This is an optimization exercise on Yosys and OpenROAD, whose aim is small area, a short achievable clock period and few clock cycles per item, not a production implementation.
In this exercise RTL edits were held to simulation tests only and were not proved equivalent to the original.

== v7 ==
==> flow/design.v (excerpt) <==
module sm3_core (
    input  wire         clk,
    input  wire         rst,         
    input  wire         start_i,
    input  wire         first_i,
    input  wire [511:0] block_i,     
    output wire         ready_o,
    output reg          done_o,
    output wire [255:0] digest_o     
);
Size: roughly 4,700 cells after synthesis, roughly 1,100 flip-flops, about 0.052 mm² of cells after synthesis.
export LEC_CHECK = 0
export CAP_MARGIN = 20
export CORE_MARGIN = 2
export CORE_UTILIZATION = 40
export CTS_BUF_LIST = sky130_fd_sc_hd__clkbuf_8
export CTS_CLUSTER_SIZE = 24
export PLACE_DENSITY = 0.6
export SLEW_MARGIN = 20
create_clock -name core_clock -period 20.0 [get_ports {clk}]
standard.sh (not shown) runs the stock make flow with config.mk's settings and CLKGATE_MAP_FILE= SYNTH_SCRIPT=/design/flow/synth_recipe.tcl, a recipe that flattens the netlist after the stock synthesis.
==> flow/flow/run.sh <==
#!/bin/bash
# Layout flow: the standard ORFS flow (standard synthesis unchanged),
# with each input and output port buffered by a small buf_1 cell instead of
# the delay buffer the placer picks by default.
set -euo pipefail
cd "$(dirname "$0")/.."
bash standard.sh "BUFFER_PORTS_ARGS=-buffer_cell sky130_fd_sc_hd__buf_1" finish > flow_make.log 2>&1
Testbench counts of v7, summed over its fixed seeds: cycles 83,208, items 1,280.
diff inputs: v7 => v3
Settings: clearing CTS_BUF_LIST, which used to be sky130_fd_sc_hd__clkbuf_8; clearing CTS_CLUSTER_SIZE, which used to be 24.
==> flow/run.sh (new file) <==
#!/bin/bash
# synth_recipe.tcl (not shown) runs the flow's synth.tcl, then flattens the netlist and writes it again
# the make line also repeats each setting of config.mk as NAME=value (left out here)
make -C /OpenROAD-flow-scripts/flow DESIGN_CONFIG=/design/flow/config.mk WORK_HOME=/design/flow/orfs CLKGATE_MAP_FILE= SYNTH_SCRIPT=/design/flow/synth_recipe.tcl finish
removed: flow/flow/run.sh
removed: flow/standard.sh
==> results.txt <==
- s_q[101] as the beginning of the critical path was reported by v3, and busy_q by v7.
- Total via count in the routed design ended up 285 lower on v3 than on v7.
- Actual slew at the worst max-slew pin for v3 is lower than for v7.
- NOTE: layout buffering overhead excluding clock cells in v3 exceeds that of v7
- Share of cell area taken by multi-input logic gates on v3 is down relative to v7.
--- input diff v3..v12 ---
==> flow/flow/run.sh (new file) <==
#!/bin/bash
# Layout flow: the standard ORFS flow (standard synthesis unchanged),
# with each input and output port buffered by a small buf_1 cell instead of
# the delay buffer the placer picks by default.
set -euo pipefail
cd "$(dirname "$0")/.."
bash standard.sh "BUFFER_PORTS_ARGS=-buffer_cell sky130_fd_sc_hd__buf_1" finish > flow_make.log 2>&1
==> flow/standard.sh (new file) <==
#!/bin/bash
# synth_recipe.tcl (not shown) runs the flow's synth.tcl, then flattens the netlist and writes it again
# the make line also repeats each setting of config.mk as NAME=value (left out here)
make -C /OpenROAD-flow-scripts/flow DESIGN_CONFIG=/design/flow/config.mk WORK_HOME=/design/flow/orfs CLKGATE_MAP_FILE= SYNTH_SCRIPT=/design/flow/synth_recipe.tcl "${@:-finish}"
removed: flow/run.sh
Results
v12 closes out successfully: all stages finished, all timing, DRC and antenna checks passed.
Between v3 and v12, share of the cycle needed by the critical path after routing is lower for v12, v3 comes in above that.
Higher share of the final layout cell area in sequential cells among v3 and v12: v12
Per the comparison of v12 with v3, global-route usage down 0.45 points, later-pin clock latency in the skew report held.
Diff v3 -> v12: worst hold margin decreased by 0.018 ns relative to the old numbers, share of final-layout standard cells stronger than drive strength 1 barely changed, worst setup slack +0.082 ns.
When v12 is set beside v3, its total half-perimeter wirelength after legalization and detailed placement turns out to be 0.77% smaller.
Reported for v3 and v12, adder-cell area share of the yosys netlist turned out identical to the last digit.
The number of violations reported at the end of detailed-routing iteration 0 was comparable across v3 and v12.
Relative to v12, the following input files were edited for v33:
Settings: a change of CAP_MARGIN from 20 to 70; a change of SLEW_MARGIN from 20 to 70.
==> flow/run.sh (new file) <==
#!/bin/bash
# synth_recipe.tcl (not shown) runs the flow's synth.tcl, then flattens the netlist and writes it again
# the make line also repeats each setting of config.mk as NAME=value (left out here)
make -C /OpenROAD-flow-scripts/flow DESIGN_CONFIG=/design/flow/config.mk WORK_HOME=/design/flow/orfs CLKGATE_MAP_FILE= SYNTH_SCRIPT=/design/flow/synth_recipe.tcl finish
removed: flow/flow/run.sh
removed: flow/standard.sh
- In the metrics for v33 and v12, the one carrying the lower post-detailed-placement cell area is v12.
- From v12 to v33 the numbers moved as follows: hold slack increased by 0.013 ns relative to the old numbers; met1 demand-to-capacity share in global routing decreased by 0.18 points relative to the old numbers; critical path depth increased by 21 relative to the old numbers.
- Largest net degree at the start of global routing of v33 falls short of that of v12 by more than half.
- The most common cell after layout, fill and taps aside comes out sky130_fd_sc_hd__dfxtp_1 in one run and sky130_fd_sc_hd__clkdlybuf4s50_1 in the other, namely in v12 and v33 respectively.
- v33 against v12; number of clock buffers in the layout is up by a little under 10%.
- Summary of v33 over v12: total non-filler cell area in the finished layout picked up an extra 12%, final worst slack picked up an extra 0.13 ns.

* * *

## quartz
The RTL this note starts from:
==> flow/design.v <==
module sm3_core (
    input  wire         clk,
    input  wire         rst,         
    input  wire         start_i,
    input  wire         first_i,
    input  wire [511:0] block_i,     
    output wire         ready_o,
    output reg          done_o,
    output wire [255:0] digest_o     
);
    localparam [255:0] IV = {32'h7380166F, 32'h4914B2B9, 32'h172442D7, 32'hDA8A0600,
                             32'hA96F30BC, 32'h163138AA, 32'hE38DEE4D, 32'hB0FB0E4E};
    localparam [31:0]  T0 = 32'h79CC4519;
    localparam [31:0]  T1 = 32'h7A879D8A;
    function [31:0] p0;
        input [31:0] x;
        begin
            p0 = x ^ {x[22:0], x[31:23]} ^ {x[14:0], x[31:15]};
        end
    endfunction
    function [31:0] p1;
        input [31:0] x;
        begin
            p1 = x ^ {x[16:0], x[31:17]} ^ {x[8:0], x[31:9]};
        end
    endfunction
    function [31:0] add32;
        input [31:0] x, y;
        reg   [31:0] g, p;
        integer i, d;
        begin
            g = x & y;
            p = x ^ y;
            for (d = 1; d < 32; d = d * 2)
                for (i = 0; i < 32; i = i + 1)
                    if (i & d) begin
                        g[i] = g[i] | (p[i] & g[(i & ~(d - 1)) - 1]);
                        p[i] = p[i] & p[(i & ~(d - 1)) - 1];
                    end
            add32 = x ^ y ^ {g[30:0], 1'b0};
        end
    endfunction
    reg          busy_q;                 
    reg          rdy_q;                  
    reg          rdyo_q;                 
    reg  [5:0]   cnt_q;                  
    reg          early_q;                
    reg          late_q;                 
    reg          cv_q;                   
    reg          rcv_q;                  
    reg          rncv_q;                 
    reg          vf_q;                   
    reg  [255:0] v_q;                    
    reg  [255:0] s_q;                    
    reg  [511:0] w_q;                    
    reg  [31:0]  k_q;                    
    wire [31:0] w0  = w_q[511:480];      
    wire [31:0] w3  = w_q[415:384];
    wire [31:0] w4  = w_q[383:352];
    wire [31:0] w7  = w_q[287:256];
    wire [31:0] w10 = w_q[191:160];
    wire [31:0] w13 = w_q[95:64];
    wire [31:0] w16 = p1(w0 ^ w7 ^ {w13[16:0], w13[31:17]})
                      ^ {w3[24:0], w3[31:25]} ^ w10;         
    wire [31:0] wp  = w0 ^ w4;                               
    wire [31:0] a, b, c, d, e, f, g, h;
    assign {a, b, c, d, e, f, g, h} = s_q;
    wire [31:0] a12 = {a[19:0], a[31:20]};
    wire [31:0] s0s = a12 ^ e ^ k_q;
    wire [31:0] s0c = (a12 & e) | (a12 & k_q) | (e & k_q);
    wire [31:0] sst = add32(s0s, {s0c[30:0], 1'b0});
    wire [31:0] ss1 = {sst[24:0], sst[31:25]};
    wire [31:0] ss2 = ss1 ^ a12;
    wire [31:0] ff  = early_q ? (a ^ b ^ c) : ((a & b) | (a & c) | (b & c));
    wire [31:0] gg  = late_q ? ((e & f) | (~e & g)) : (e ^ f ^ g);
    wire [31:0] t1s = ff ^ d ^ wp;
    wire [31:0] t1c = {((ff & d) | (ff & wp) | (d & wp)), 1'b0};
    wire [31:0] x1  = add32(t1s, t1c);
    wire [31:0] tt1 = add32(x1, ss2);
    wire [31:0] t2s = gg ^ h ^ w0;
    wire [31:0] t2c = {((gg & h) | (gg & w0) | (h & w0)), 1'b0};
    wire [31:0] x2  = add32(t2s, t2c);
    wire [31:0] tt2 = add32(x2, ss1);
    wire [255:0] s_next = {tt1, a, {b[22:0], b[31:23]}, c,
                           p0(tt2), e, {f[12:0], f[31:13]}, g};
    wire [511:0] w_next = {w_q[479:0], w16};
    wire         last   = busy_q & (cnt_q == 6'd63);
    wire         acc    = start_i & rdy_q;
    wire         sel_iv = first_i | ~cv_q;             
    wire         ld_v   = rcv_q & ~first_i;            
    wire         ld_iv  = rncv_q | (rdy_q & first_i);  
    wire [255:0] v_use  = vf_q ? IV : v_q;
    wire         busy_n = ~rst & (acc | (busy_q & ~last));
    wire         rdy_n  = rst | (~acc & (rdy_q | last));
    wire         cv_n   = ~rst & (cv_q | acc);
    wire [5:0]   j_next = busy_q ? cnt_q + 6'd1 : 6'd0;
    assign ready_o  = rdyo_q;
    assign digest_o = v_q;
    always @(posedge clk) begin
        s_q <= ({256{busy_q}} & s_next) | ({256{ld_v}} & v_q) | ({256{ld_iv}} & IV);
        w_q <= ({512{busy_q}} & w_next) | ({512{rdy_q}} & block_i);
        if (last)
            v_q <= v_use ^ s_next;
        if (!busy_q)
            k_q <= T0;
        else if (cnt_q == 6'd15)
            k_q <= {T1[15:0], T1[31:16]};
        else
            k_q <= {k_q[30:0], k_q[31]};
        early_q <= (j_next < 6'd16);
        late_q  <= (j_next >= 6'd16);
        busy_q <= busy_n;
        rdy_q  <= rdy_n;
        rdyo_q <= ~busy_n;
        cv_q   <= cv_n;
        rcv_q  <= rdy_n & cv_n;
        rncv_q <= rdy_n & ~cv_n;
        if (rst) begin
            cnt_q  <= 6'd0;
            done_o <= 1'b0;
        end else begin
            done_o <= last;
            if (busy_q)
                cnt_q <= cnt_q + 6'd1;
            if (acc)
                vf_q <= sel_iv;
        end
    end
endmodule
export LEC_CHECK = 0
export ABC_AREA = 1
export CAP_MARGIN = 20
export CORE_MARGIN = 2
export CORE_UTILIZATION = 40
export PLACE_DENSITY = 0.6
export SLEW_MARGIN = 20
create_clock -name core_clock -period 20.0 [get_ports {clk}]
==> flow/flow/run.sh <==
#!/bin/bash
# Layout flow: the standard ORFS flow (standard synthesis unchanged),
# with each input and output port buffered by a small buf_1 cell instead of
# the delay buffer the placer picks by default, and a clock tree without
# dummy balancing loads.
set -euo pipefail
cd "$(dirname "$0")/.."
bash standard.sh "BUFFER_PORTS_ARGS=-buffer_cell sky130_fd_sc_hd__buf_1" \
  "CTS_ARGS=-sink_clustering_enable -repair_clock_nets -dont_use_dummy_load -buf_list sky130_fd_sc_hd__clkbuf_8 -root_buf sky130_fd_sc_hd__clkbuf_16 -sink_clustering_size 16 -sink_clustering_max_diameter 50" \
  finish > flow_make.log 2>&1
Testbench counts of quartz, summed over its fixed seeds: cycles 83,208, items 1,280.
Inputs modified between quartz and cedar:
-- flow/flow/run.sh --
<<< quartz, line 9
  "CTS_ARGS=-sink_clustering_enable -repair_clock_nets -dont_use_dummy_load -buf_list sky130_fd_sc_hd__clkbuf_8 -root_buf sky130_fd_sc_hd__clkbuf_16 -sink_clustering_size 16 -sink_clustering_max_diameter 50" \
>>> cedar, line 9
  "CTS_ARGS=-sink_clustering_enable -repair_clock_nets -dont_use_dummy_load -buf_list sky130_fd_sc_hd__clkbuf_4 -root_buf sky130_fd_sc_hd__clkbuf_16 -sink_clustering_size 8 -sink_clustering_max_diameter 30" \
--- outcome ---
Every stage of cedar finished as expected; the final checks, on the other hand, flagged antenna rules, which means the layout fails. The final layout from quartz, which completed every stage, passed the timing, design-rule and antenna checks at the end of the flow. Comparing cedar and quartz, the lower worst hold slack is on cedar. cedar vs quartz on critical path data required time: cedar is the higher one. Count of inserted antenna diode cells: cedar and quartz compared, higher one is cedar. Largest fanout of any net on the critical path: cedar vs quartz identical.

* * *

Starts from the design.v that is shown in full above.
export LEC_CHECK = 0
export CAP_MARGIN = 20
export CORE_MARGIN = 2
export CORE_UTILIZATION = 40
export PLACE_DENSITY = 0.6
export SLEW_MARGIN = 20
create_clock -name core_clock -period 20.0 [get_ports {clk}]
==> flow/flow/run.sh <==
#!/bin/bash
# Layout flow: the standard ORFS flow (standard synthesis unchanged),
# with each input and output port buffered by a small buf_1 cell instead of
# the delay buffer the placer picks by default, and a clock tree without
# dummy balancing loads.
set -euo pipefail
cd "$(dirname "$0")/.."
bash standard.sh "BUFFER_PORTS_ARGS=-buffer_cell sky130_fd_sc_hd__buf_1" \
  "CTS_ARGS=-sink_clustering_enable -repair_clock_nets -dont_use_dummy_load -buf_list sky130_fd_sc_hd__clkbuf_8 -root_buf sky130_fd_sc_hd__clkbuf_16 -sink_clustering_size 16 -sink_clustering_max_diameter 50" \
  finish > flow_make.log 2>&1
The first run went through all stages and came out clean.
Testbench counts at the start, summed over its fixed seeds: cycles 83,208, items 1,280.
Next try:
- ABC_AREA: unset -> 1
- CORE_UTILIZATION: 40 -> 55
- PLACE_DENSITY: 0.6 -> 0.7
- via count goes up by about a fifth
- die area goes down by a quarter to a third
- hold slack improves by 0.0098 ns
- wire length goes up slightly
- area after synthesis goes up by a few percent

* * *

## job 1131
Another version of the RTL of sm3_core (not shown whole).
Size in the first run: ~5300 cells after synthesis, roughly 1100 flip-flops.
Settings: LEC_CHECK=0, ABC_AREA=1, CAP_MARGIN=20, CORE_MARGIN=2, CORE_UTILIZATION=40, PLACE_DENSITY=0.6, SLEW_MARGIN=20; clock period 20.0 ns.
==> flow/flow/run.sh <==
#!/bin/bash
# Layout flow: the standard ORFS flow (standard synthesis unchanged),
# with each input and output port buffered by a small buf_1 cell instead of
# the delay buffer the placer picks by default, and a clock tree without
# dummy balancing loads.
set -euo pipefail
cd "$(dirname "$0")/.."
bash standard.sh "BUFFER_PORTS_ARGS=-buffer_cell sky130_fd_sc_hd__buf_1" \
  "CTS_ARGS=-sink_clustering_enable -repair_clock_nets -dont_use_dummy_load -buf_list sky130_fd_sc_hd__clkbuf_4 -root_buf sky130_fd_sc_hd__clkbuf_16 -sink_clustering_size 10 -sink_clustering_max_diameter 40" \
  finish > flow_make.log 2>&1
Job 1131: done, clean on timing, DRC and antenna
Testbench counts of job 1131, summed over its fixed seeds: cycles 83,208, items 1,280.
Here is what was changed in the inputs of job 6885 compared with job 1131.
--- a/flow/flow/run.sh
+++ b/flow/flow/run.sh
@@ -7,4 +7,4 @@
 cd "$(dirname "$0")/.."
 bash standard.sh "BUFFER_PORTS_ARGS=-buffer_cell sky130_fd_sc_hd__buf_1" \
-  "CTS_ARGS=-sink_clustering_enable -repair_clock_nets -dont_use_dummy_load -buf_list sky130_fd_sc_hd__clkbuf_4 -root_buf sky130_fd_sc_hd__clkbuf_16 -sink_clustering_size 10 -sink_clustering_max_diameter 40" \
-  finish > flow_make.log 2>&1
+  "CTS_ARGS=-sink_clustering_enable -repair_clock_nets -dont_use_dummy_load -buf_list sky130_fd_sc_hd__clkbuf_8 -root_buf sky130_fd_sc_hd__clkbuf_16 -sink_clustering_size 16 -sink_clustering_max_diameter 50" \
+  ABC_LOAD_IN_FF=15 finish > flow_make.log 2>&1
--- outcome ---
Delta (job 6885 minus job 1131): global-route usage now sits lower, final setup slack of the worst path saw an increase. Job 6885 ended up with s_q[228]$_DFF_P_ as its first element of the critical path; job 1131 ended up with s_q[251]$_DFF_P_.
For job 536, these inputs were changed with respect to job 6885:
==> flow/flow/run.sh <==
#!/bin/bash
# Layout flow: the standard ORFS flow (standard synthesis unchanged),
# with each input and output port buffered by a small buf_1 cell instead of
# the delay buffer the placer picks by default, and a clock tree without
# dummy balancing loads.
set -euo pipefail
cd "$(dirname "$0")/.."
bash standard.sh "BUFFER_PORTS_ARGS=-buffer_cell sky130_fd_sc_hd__buf_1" \
  "CTS_ARGS=-sink_clustering_enable -repair_clock_nets -dont_use_dummy_load -sink_clustering_size 20 -sink_clustering_max_diameter 60" \
  finish > flow_make.log 2>&1
==> results.txt <==
- Job 536 leaves more setup margin than job 6885.
- Comparing job 536 against job 6885, there is no change at all in max-slew violation count.
- Wire length of the first global-routing pass (higher): job 536
- Re total nets after synthesis: no difference whatsoever between job 6885 and job 536.

## static timing again, ports no longer ideal
Ports are ideal in the flow. The routed layouts listed here were re-timed in OpenROAD.
Step 1 assumes that a clkbuf_16 drives the clock port and a buf_2 every other input.
Step 2 times the ports against the registers' clock, not the clock port: input delays grow and output delays shrink by t, the midpoint of the rising clock arrivals with the driver on.
Three values: ideal ports, drivers, drivers and shift; two values: the first two.
| run | t (ns) | slack for setup (ns) | worst setup path at the end | cell pins on the clock port's net |
|---|---|---|---|---|
| v7 | 0.952 | 12.749 / 12.678 / 12.799 | input to register | 1 |
| v3 | 0.827 | 12.781 / 12.781 / 12.781 | register to register | 1 |
| v12 | 0.814 | 12.863 / 12.787 / 12.878 | input to register | 1 |
| v33 | 0.806 | 12.991 / 12.991 / 12.991 | register to register | 1 |
| quartz | 0.757 | 13.679 / 13.679 / 13.147 | input to register | 1 |
| cedar | 0.873 | 13.707 / 13.707 / 13.142 | input to register | 1 |
| the first run of note 3 | 0.729 | 12.465 / 12.465 / 12.465 | register to register | 1 |
| the second run of note 3 | 0.723 | 13.734 / 13.734 / 13.686 | input to register | 1 |
| job 1131 | 0.866 | 13.337 / 13.337 / 13.264 | input to register | 1 |
| job 6885 | 0.758 | 13.363 / 13.363 / 13.317 | input to register | 1 |
| job 536 | 0.794 | 13.388 / 13.388 / 13.254 | input to register | 1 |
The setup slack of cedar, which loses most, moves by 0.000 ns with the drivers and by -0.565 ns with both steps.
